This is an optimization exercise on Yosys and OpenROAD, whose aim is small area, not a production implementation. Only simulation tests tie the RTL to the original design; equivalence was not proved. No activity file was given, so power comes from the tool's default toggle rates.

==> run a <==
==> flow/design.v <==
module rgbi_capture (
    input  wire         clk,
    input  wire         rst,
    input  wire         cmd_valid,
    input  wire [31:0]  cmd_word,
    output reg          resp_valid,
    output reg  [31:0]  resp_word,
    input  wire [26:0]  sys_clk_hz,
    input  wire         csync,
    input  wire         pclk,
    input  wire [3:0]   rgbi,
    output reg          row_we,
    output wire [7:0]   row_idx,
    output reg  [255:0] row_data,
    output reg          frame_done,
    output reg  [31:0]  frame_count,
    output wire         cap_running,
    output wire         in_frame
);
    localparam [4:0] OP_START      = 5'h03;
    localparam [4:0] OP_STOP       = 5'h04;
    localparam [4:0] OP_SET_FREQ   = 5'h05;
    localparam [4:0] OP_SET_DIV    = 5'h06;
    localparam [4:0] OP_SET_SHX    = 5'h07;
    localparam [4:0] OP_SET_SHY    = 5'h08;
    localparam [4:0] OP_SET_DELAY  = 5'h09;
    localparam [4:0] OP_SET_SYNC   = 5'h0A;
    localparam [4:0] OP_SET_INV    = 5'h0B;
    localparam [4:0] OP_GET_FCOUNT = 5'h10;
    localparam [4:0] OP_GET_CONFIG = 5'h17;
    localparam [4:0] OP_GET_STATUS = 5'h18;
    localparam [3:0] R_ZERO   = 4'd0;
    localparam [3:0] R_FREQ   = 4'd2;
    localparam [3:0] R_NDIV   = 4'd3;
    localparam [3:0] R_SHX    = 4'd4;
    localparam [3:0] R_SHY    = 4'd5;
    localparam [3:0] R_DELAY  = 4'd6;
    localparam [3:0] R_SRC    = 4'd7;
    localparam [3:0] R_INV    = 4'd9;
    localparam [3:0] R_FCOUNT = 4'd10;
    localparam [3:0] R_STATUS = 4'd11;
    localparam [3:0] R_ONES   = 4'd12;
    reg [24:0] cfg_freq;
    reg [7:0]  cfg_ndiv;
    reg [9:0]  cfg_shx;
    reg [9:0]  cfg_shy;
    reg [9:0]  cfg_delay;
    reg        cfg_src;
    reg [4:0]  cfg_inv;
    reg [26:0] cap_sysclk;
    reg [3:0]  inv_col;
    reg        cap_run;
    reg        cap_state;
    reg        prev_act;
    reg [4:0]  plen;         
    reg        vs_fired;
    reg        vs_armed;
    reg [10:0] ycnt;         
    reg        anc;
    reg        prev_pclk;
    reg [9:0]  wcnt;         
    reg [26:0] err;          
    reg [10:0] xcnt;         
    reg [3:0]  rsel;
    wire act   = (csync == cfg_inv[4]);
    wire lead  = act & ~prev_act;
    wire trail = ~act & prev_act;
    wire ptran = pclk ^ prev_pclk;
    wire plen_max = &plen;
    wire vs_detect = act & ~lead & (&plen[4:1]) & ~vs_fired;
    wire armed_t   = vs_armed | (trail & ~plen_max);
    wire boundary  = vs_detect & (~cap_state | armed_t);
    wire complete  = boundary & cap_state;
    wire anc_b     = (lead | anc) & ~boundary;
    wire [9:0]  wcnt_l = lead ? cfg_delay : wcnt;
    wire        w_zero = (wcnt_l == 10'd0);
    wire [26:0] err_l  = lead ? 27'd0 : err;
    wire        lt_f   = (err_l < {2'b00, cfg_freq});
    wire        self_due = w_zero & lt_f;
    wire        ext_zero = (wcnt == 10'd0);
    wire        ext_hit  = ptran & ~lead & ext_zero;
    wire        strobe   = anc_b & (cfg_src ? ext_hit : self_due);
    wire        ext_ev = ptran & ~lead & anc;
    wire        w_dec  = cfg_src ? ext_ev : ~w_zero;
    wire [9:0]  w_in   = (cfg_src & ext_zero) ? {2'b00, cfg_ndiv} : wcnt_l;
    wire [9:0]  wcnt_n = w_dec ? w_in - 10'd1 : wcnt_l;
    wire [26:0] err_n  = w_zero ? (err_l + (lt_f ? cap_sysclk : 27'd0) - {2'b00, cfg_freq})
                                : 27'd0;
    wire [10:0] xcnt_l = lead ? {1'b1, ~cfg_shx} : xcnt;
    wire        x_sat  = ~xcnt_l[10] & ((|xcnt_l[9:6]) | (&xcnt_l[5:0]));
    wire [10:0] xcnt_n = (strobe & ~x_sat) ? xcnt_l + 11'd1 : xcnt_l;
    wire        y_lo   = ~ycnt[10] & ~ycnt[9] & ~ycnt[8] & ~(&ycnt[7:4]);   
    wire        y_sat  = ~ycnt[10] & ~y_lo;
    wire        commit = strobe & ~lead & (xcnt == 11'd62) & cap_state & y_lo;
    wire [3:0]  pix = rgbi ^ inv_col;
    wire [4:0]  op  = cmd_word[31:27];
    wire [26:0] arg = cmd_word[26:0];
    wire [24:0] v_freq  = (arg < 27'd1000000)  ? 25'd1000000 :
                          (arg > 27'd20000000) ? 25'd20000000 : arg[24:0];
    wire [7:0]  v_ndiv  = (|arg[26:8]) ? 8'd255 : (arg[7:0] == 8'd0) ? 8'd1 : arg[7:0];
    wire [9:0]  v_shx   = (|arg[26:10]) ? 10'h3FF : arg[9:0];
    wire        v_src   = |arg;
    wire set_freq  = cmd_valid & (op == OP_SET_FREQ);
    wire set_ndiv  = cmd_valid & (op == OP_SET_DIV);
    wire set_shx   = cmd_valid & (op == OP_SET_SHX);
    wire set_shy   = cmd_valid & (op == OP_SET_SHY);
    wire set_delay = cmd_valid & (op == OP_SET_DELAY);
    wire set_src   = cmd_valid & (op == OP_SET_SYNC);
    wire set_inv   = cmd_valid & (op == OP_SET_INV);
    wire do_start  = cmd_valid & (op == OP_START);
    wire do_stop   = cmd_valid & (op == OP_STOP);
    wire is_set    = set_freq | set_ndiv | set_shx | set_shy | set_delay | set_src;
    wire restart   = do_start | (cap_run & (is_set | (set_inv & (arg[4] != cfg_inv[4]))));
    reg [3:0] rsel_n;
    always @* begin
        case (op)
            OP_SET_FREQ:   rsel_n = R_FREQ;
            OP_SET_DIV:    rsel_n = R_NDIV;
            OP_SET_SHX:    rsel_n = R_SHX;
            OP_SET_SHY:    rsel_n = R_SHY;
            OP_SET_DELAY:  rsel_n = R_DELAY;
            OP_SET_SYNC:   rsel_n = R_SRC;
            OP_SET_INV:    rsel_n = R_INV;
            OP_GET_FCOUNT: rsel_n = R_FCOUNT;
            OP_GET_CONFIG: begin
                case (arg[3:0])
                    4'd2, 4'd3, 4'd4, 4'd5, 4'd6, 4'd7, 4'd9,
                    4'd12, 4'd13, 4'd14, 4'd15:
                             rsel_n = arg[3:0];
                    default: rsel_n = R_ZERO;
                endcase
            end
            OP_GET_STATUS: rsel_n = R_STATUS;
            5'h19, 5'h1A, 5'h1B, 5'h1C, 5'h1D, 5'h1E, 5'h1F:
                           rsel_n = R_ONES;
            default:       rsel_n = R_ZERO;
        endcase
    end
    always @* begin
        case (rsel)
            R_FREQ:   resp_word = {7'd0, cfg_freq};
            R_NDIV:   resp_word = {24'd0, cfg_ndiv};
            R_SHX:    resp_word = {22'd0, cfg_shx};
            R_SHY:    resp_word = {22'd0, cfg_shy};
            R_DELAY:  resp_word = {22'd0, cfg_delay};
            R_SRC:    resp_word = {31'd0, cfg_src};
            R_INV:    resp_word = {27'd0, cfg_inv};
            R_FCOUNT: resp_word = frame_count;
            R_STATUS: resp_word = {28'd0, cap_run & cap_state, 1'b0, cap_run, 1'b0};
            4'd12, 4'd13, 4'd14, 4'd15:
                      resp_word = 32'hFFFFFFFF;
            default:  resp_word = 32'd0;
        endcase
    end
    always @(posedge clk) begin
        if (rst) begin
            cfg_freq    <= 25'd1000000;
            cfg_ndiv    <= 8'd1;
            cfg_shx     <= 10'd0;
            cfg_shy     <= 10'd0;
            cfg_delay   <= 10'd0;
            cfg_src     <= 1'b0;
            cfg_inv     <= 5'd0;
            cap_run     <= 1'b0;
            frame_count <= 32'd0;
            frame_done  <= 1'b0;
            row_we      <= 1'b0;
            resp_valid  <= 1'b0;
        end else begin
            if (set_freq)  cfg_freq  <= v_freq;
            if (set_ndiv)  cfg_ndiv  <= v_ndiv;
            if (set_shx)   cfg_shx   <= v_shx;
            if (set_shy)   cfg_shy   <= v_shx;
            if (set_delay) cfg_delay <= v_shx;
            if (set_src)   cfg_src   <= v_src;
            if (set_inv)   cfg_inv   <= arg[4:0];
            if (cap_run & complete)
                frame_count <= frame_count + 32'd1;
            frame_done <= cap_run & complete;
            row_we     <= cap_run & commit;
            resp_valid <= cmd_valid;
            if (do_stop)
                cap_run <= 1'b0;
            else if (restart)
                cap_run <= 1'b1;
        end
    end
    always @(posedge clk) begin
        rsel      <= rsel_n;
        prev_pclk <= pclk;
        plen      <= lead ? 5'd0 : (act & ~plen_max) ? plen + 5'd1 : plen;
        wcnt      <= wcnt_n;
        err       <= err_n;
        xcnt      <= xcnt_n;
        if (strobe)
            row_data <= {pix, row_data[255:4]};
        if (boundary)
            ycnt <= {1'b1, ~cfg_shy};
        else if (lead & cap_state & ~y_sat)
            ycnt <= ycnt + 11'd1;
        vs_armed <= boundary ? 1'b0 : armed_t;
        if (restart) begin
            cap_sysclk <= sys_clk_hz;
            inv_col    <= set_inv ? arg[3:0] : cfg_inv[3:0];
            cap_state  <= 1'b0;
            prev_act   <= 1'b1;
            vs_fired   <= 1'b1;
            anc        <= 1'b0;
        end else begin
            if (boundary) begin
                inv_col   <= cfg_inv[3:0];
                cap_state <= 1'b1;
            end
            prev_act <= act;
            vs_fired <= (vs_fired & ~lead) | vs_detect;
            anc      <= anc_b;
        end
    end
    assign row_idx     = ycnt[7:0];
    assign cap_running = cap_run;
    assign in_frame    = cap_run & cap_state;
endmodule
==> flow/run.sh <==
#!/bin/bash
# synth_recipe.tcl (not shown) runs the flow's synth.tcl, then flattens the netlist and writes it again
# the make line also repeats each setting of config.mk as NAME=value (left out here)
make -C /OpenROAD-flow-scripts/flow DESIGN_CONFIG=/design/flow/config.mk WORK_HOME=/design/flow/orfs CLKGATE_MAP_FILE= SYNTH_SCRIPT=/design/flow/synth_recipe.tcl finish
==> flow/config.mk <==
export PLATFORM = sky130hd
export DESIGN_NAME = rgbi_capture
export DESIGN_NICKNAME = rgbi_capture
export VERILOG_FILES = /design/flow/design.v
export SDC_FILE = /design/flow/constraint.sdc
export NUM_CORES = 4
export LEC_CHECK = 0
export CAP_MARGIN = 20
export CORE_MARGIN = 2
export CORE_UTILIZATION = 40
export SLEW_MARGIN = 20
==> flow/constraint.sdc <==
create_clock -name core_clock -period 10.0 [get_ports {clk}]
set_input_delay 2.0000 -clock core_clock [delete_from_list [all_inputs] [get_ports {clk}]]
set_output_delay 2.0000 -clock core_clock [all_outputs]
set_load 0.01 [all_outputs]
==> run b (differences from run a) <==
--- a/flow/design.v
+++ b/flow/design.v
@@ -49,3 +49,4 @@
     reg [4:0]  cfg_inv;
-    reg [26:0] cap_sysclk;
+    reg [26:0] sdiff;        
+    reg        fresh;        
     reg [3:0]  inv_col;
@@ -61,5 +62,4 @@
     reg [9:0]  wcnt;         
-    reg [26:0] err;          
+    reg [27:0] err;          
     reg [10:0] xcnt;         
-    reg [3:0]  rsel;
     wire act   = (csync == cfg_inv[4]);
@@ -76,4 +76,4 @@
     wire        w_zero = (wcnt_l == 10'd0);
-    wire [26:0] err_l  = lead ? 27'd0 : err;
-    wire        lt_f   = (err_l < {2'b00, cfg_freq});
+    wire [27:0] err_l  = lead ? {3'b111, ~cfg_freq} : err;
+    wire        lt_f   = lead | (err[27] & ~(&err));    
     wire        self_due = w_zero & lt_f;
@@ -85,8 +85,29 @@
     wire [9:0]  w_in   = (cfg_src & ext_zero) ? {2'b00, cfg_ndiv} : wcnt_l;
-    wire [9:0]  wcnt_n = w_dec ? w_in - 10'd1 : wcnt_l;
-    wire [26:0] err_n  = w_zero ? (err_l + (lt_f ? cap_sysclk : 27'd0) - {2'b00, cfg_freq})
-                                : 27'd0;
+    wire [9:0]  w_bor;
+    assign w_bor[0] = 1'b1;
+    genvar gi;
+    generate for (gi = 1; gi < 10; gi = gi + 1) begin : g_wdec
+        assign w_bor[gi] = w_bor[gi-1] & ~w_in[gi-1];
+    end endgenerate
+    wire [9:0]  wcnt_n = w_dec ? (w_in ^ w_bor) : wcnt_l;
+    wire [27:0] add_a = err_l;
+    wire [27:0] add_b = lt_f ? {1'b0, sdiff} : {3'b111, ~cfg_freq};
+    wire        add_c = ~lt_f;
+    wire [27:0] err_sum;
+    localparam LB = 11;
+    reg  [LB-1:0] lo_s;
+    reg           lo_c;
+    integer li;
+    always @* begin
+        lo_c = add_c;
+        for (li = 0; li < LB; li = li + 1) begin
+            lo_s[li] = add_a[li] ^ add_b[li] ^ lo_c;
+            lo_c = (add_a[li] & add_b[li]) | (lo_c & (add_a[li] ^ add_b[li]));
+        end
+    end
+    assign err_sum = {add_a[27:LB] + add_b[27:LB] + {{(27-LB){1'b0}}, lo_c}, lo_s};
+    wire [27:0] err_n  = w_zero ? err_sum : err_l;
     wire [10:0] xcnt_l = lead ? {1'b1, ~cfg_shx} : xcnt;
     wire        x_sat  = ~xcnt_l[10] & ((|xcnt_l[9:6]) | (&xcnt_l[5:0]));
-    wire [10:0] xcnt_n = (strobe & ~x_sat) ? xcnt_l + 11'd1 : xcnt_l;
+    wire [10:0] xcnt_n = (strobe & ~x_sat) ? inc11(xcnt_l) : xcnt_l;
     wire        y_lo   = ~ycnt[10] & ~ycnt[9] & ~ycnt[8] & ~(&ycnt[7:4]);   
@@ -95,2 +116,23 @@
     wire [3:0]  pix = rgbi ^ inv_col;
+    function [10:0] inc11(input [10:0] v);
+        integer j;
+        reg c;
+        begin
+            c = 1'b1;
+            for (j = 0; j < 11; j = j + 1) begin
+                inc11[j] = v[j] ^ c;
+                c = c & v[j];
+            end
+        end
+    endfunction
+    reg [31:0] fc_inc;
+    integer fj;
+    reg fcc;
+    always @* begin
+        fcc = 1'b1;
+        for (fj = 0; fj < 32; fj = fj + 1) begin
+            fc_inc[fj] = frame_count[fj] ^ fcc;
+            fcc = fcc & frame_count[fj];
+        end
+    end
     wire [4:0]  op  = cmd_word[31:27];
@@ -138,17 +180,26 @@
     end
-    always @* begin
-        case (rsel)
-            R_FREQ:   resp_word = {7'd0, cfg_freq};
-            R_NDIV:   resp_word = {24'd0, cfg_ndiv};
-            R_SHX:    resp_word = {22'd0, cfg_shx};
-            R_SHY:    resp_word = {22'd0, cfg_shy};
-            R_DELAY:  resp_word = {22'd0, cfg_delay};
-            R_SRC:    resp_word = {31'd0, cfg_src};
-            R_INV:    resp_word = {27'd0, cfg_inv};
-            R_FCOUNT: resp_word = frame_count;
-            R_STATUS: resp_word = {28'd0, cap_run & cap_state, 1'b0, cap_run, 1'b0};
-            4'd12, 4'd13, 4'd14, 4'd15:
-                      resp_word = 32'hFFFFFFFF;
-            default:  resp_word = 32'd0;
-        endcase
+    reg [9:0] rq;    
+    always @(posedge clk) begin
+        rq[0] <= (rsel_n == R_FREQ);
+        rq[1] <= (rsel_n == R_NDIV);
+        rq[2] <= (rsel_n == R_SHX);
+        rq[3] <= (rsel_n == R_SHY);
+        rq[4] <= (rsel_n == R_DELAY);
+        rq[5] <= (rsel_n == R_SRC);
+        rq[6] <= (rsel_n == R_INV);
+        rq[7] <= (rsel_n == R_FCOUNT);
+        rq[8] <= (rsel_n == R_STATUS);
+        rq[9] <= rsel_n[3] & rsel_n[2];
+    end
+    always @* begin
+        resp_word = ({32{rq[7]}} & frame_count)
+                  | {32{rq[9]}}
+                  | ({32{rq[0]}} & {7'd0, cfg_freq})
+                  | ({32{rq[1]}} & {24'd0, cfg_ndiv})
+                  | ({32{rq[2]}} & {22'd0, cfg_shx})
+                  | ({32{rq[3]}} & {22'd0, cfg_shy})
+                  | ({32{rq[4]}} & {22'd0, cfg_delay})
+                  | ({32{rq[5]}} & {31'd0, cfg_src})
+                  | ({32{rq[6]}} & {27'd0, cfg_inv})
+                  | ({32{rq[8]}} & {28'd0, cap_run & cap_state, 1'b0, cap_run, 1'b0});
     end
@@ -177,3 +228,3 @@
             if (cap_run & complete)
-                frame_count <= frame_count + 32'd1;
+                frame_count <= fc_inc;
             frame_done <= cap_run & complete;
@@ -188,7 +239,9 @@
     always @(posedge clk) begin
-        rsel      <= rsel_n;
         prev_pclk <= pclk;
-        plen      <= lead ? 5'd0 : (act & ~plen_max) ? plen + 5'd1 : plen;
+        plen      <= lead ? 5'd0 : (act & ~plen_max) ? (plen ^ {&plen[3:0], &plen[2:0], &plen[1:0], plen[0], 1'b1}) : plen;
         wcnt      <= wcnt_n;
-        err       <= err_n;
+        err       <= restart ? {1'b0, sys_clk_hz} : err_n;
+        fresh     <= restart;
+        if (fresh)
+            sdiff <= err_sum[26:0];
         xcnt      <= xcnt_n;
@@ -199,6 +252,5 @@
         else if (lead & cap_state & ~y_sat)
-            ycnt <= ycnt + 11'd1;
+            ycnt <= inc11(ycnt);
         vs_armed <= boundary ? 1'b0 : armed_t;
         if (restart) begin
-            cap_sysclk <= sys_clk_hz;
             inv_col    <= set_inv ? arg[3:0] : cfg_inv[3:0];
==> flow/flow/run.sh (new file) <==
#!/bin/bash
# Layout flow: the standard ORFS flow (standard.sh: the standard yosys
# synthesis script, floorplan, power grid, placement, CTS, routing) with
# three settings changed:
#  - synthesis maps the logic with an area-oriented ABC script
#    (flow/abc_area.script) in place of ORFS's abc_speed.script; ORFS's
#    scripts are copied to orfs_scripts/ and only that file is replaced,
#    so the flip-flops and every other synthesis step are unchanged;
#  - each input and output port gets a buffer of the smallest buffer cell
#    (sky130_fd_sc_hd__buf_1) instead of the default choice;
#  - the clock tree is built from clkbuf_8 cells in clusters of at most
#    16 sinks, without dummy loads.
# make's output goes to flow_make.log in this folder; each ORFS step
# writes its own full log under orfs/logs/.
set -euo pipefail
rm -rf orfs_scripts
cp -r "$FLOW_HOME/scripts" orfs_scripts
cp flow/abc_area.script orfs_scripts/abc_speed.script
CTS="-sink_clustering_enable -repair_clock_nets -dont_use_dummy_load"
CTS="$CTS -buf_list {sky130_fd_sc_hd__clkbuf_8}"
CTS="$CTS -sink_clustering_size 16 -sink_clustering_max_diameter 100"
bash standard.sh \
    "SCRIPTS_DIR=$PWD/orfs_scripts" \
    "BUFFER_PORTS_ARGS=-buffer_cell sky130_fd_sc_hd__buf_1" \
    "CTS_ARGS=$CTS" \
    finish > flow_make.log 2>&1
==> flow/flow/abc_area.script (new file) <==
&get -n
&st
&syn3
&dch -f
&nf -R 1000 -p
&st
&syn2
&if -g -K 6
&synch2
&nf -R 1000 -p
&st
&dch -f
&nf -R 1000 -p
&put
==> flow/standard.sh (new file) <==
#!/bin/bash
# synth_recipe.tcl (not shown) runs the flow's synth.tcl, then flattens the netlist and writes it again
# the make line also repeats each setting of config.mk as NAME=value (left out here)
make -C /OpenROAD-flow-scripts/flow DESIGN_CONFIG=/design/flow/config.mk WORK_HOME=/design/flow/orfs CLKGATE_MAP_FILE= SYNTH_SCRIPT=/design/flow/synth_recipe.tcl "${@:-finish}"
- CORE_UTILIZATION: 40 -> 60
- GPL_TIMING_DRIVEN: not set -> 0
removed: flow/run.sh
==> summary.txt <==
Against run b, the total power of run a is larger by about 64%. In run a the utilization is lower than in run b, by 18 points. Of run b and run a, run a has the higher combinational power (gap about 60%, measured against run a). Against run b, the via count of run a is higher by 12%. Die area: run a is higher than run b (about 60%). Of run a and run b, run a has the higher register-to-register slack (gap 1.4 ns). Critical path depth: run b is higher than run a (8).
==> figures <==
Outcome: run b timing/DRC/antenna clean; run a timing/DRC/antenna clean
Layout Cells excl Fill: run b 2305; run a 2852
Placeable core region: run b 30510 sq um; run a 50170 sq um
Worst hold-check slack: run b 0.4422 ns; run a 0.4446 ns
Most repeated library cell on the critical path: run b sky130_fd_sc_hd__fa_2; run a sky130_fd_sc_hd__nand2_1
Global routing met2 resource utilization: run b 47.45%; run a 35.93%
Clock network contribution to total cell area: run b 2.224%; run a 6.709%
Post-Route M1 WL: run b 20030 um; run a 25790 um
Clock buffer count from CTS: run b 35; run a 51
End of the worst hold path: run b row_data[35]$_DFFE_PP_; run a row_data[144]$_DFFE_PP_
Total wire length after detailed routing: run b 48070 um; run a 60770 um
Total of flip-flops plus latches after synthesis: run b 474; run a 466
Peak fanout along the critical path: run b 33; run a 17
Required arrival time at the worst endpoint: run b 10.46 ns; run a 10.43 ns
Number of vias after detailed routing: run b 13489; run a 15097
Post-Place Cells: run b 2269; run a 2756

-- re-timing with driven ports --
The results above use ideal ports. As a check the final layouts listed here were re-extracted and re-timed, cells and wires unchanged. Step 1, drivers: a clkbuf_16 drives clk and a buf_2 each remaining input, both assumed. Step 2 also shifts input and output timing later by t, the mid clock arrival at the registers, as if the neighbouring blocks saw the same clock. Three values: ideal ports, drivers, drivers and shift; two values: the first two.
| run | t, ns | setup slack, ns | worst hold slack (ns) | worst data-port slew with drivers (ns) |
|---|---|---|---|---|
| run a | 0.649 | 1.562 / 1.596 / 0.947 | 0.445 / 0.445 / 0.445 | 0.10 |
| run b | 0.578 | 0.432 / 0.425 / -0.153 | 0.442 / 0.442 / 0.442 | 0.08 |
With both steps, setup timing fails in run b, where it was met with ideal ports. The setup slack of run a, which loses most, moves by +0.034 ns with the drivers and by -0.615 ns with both steps.
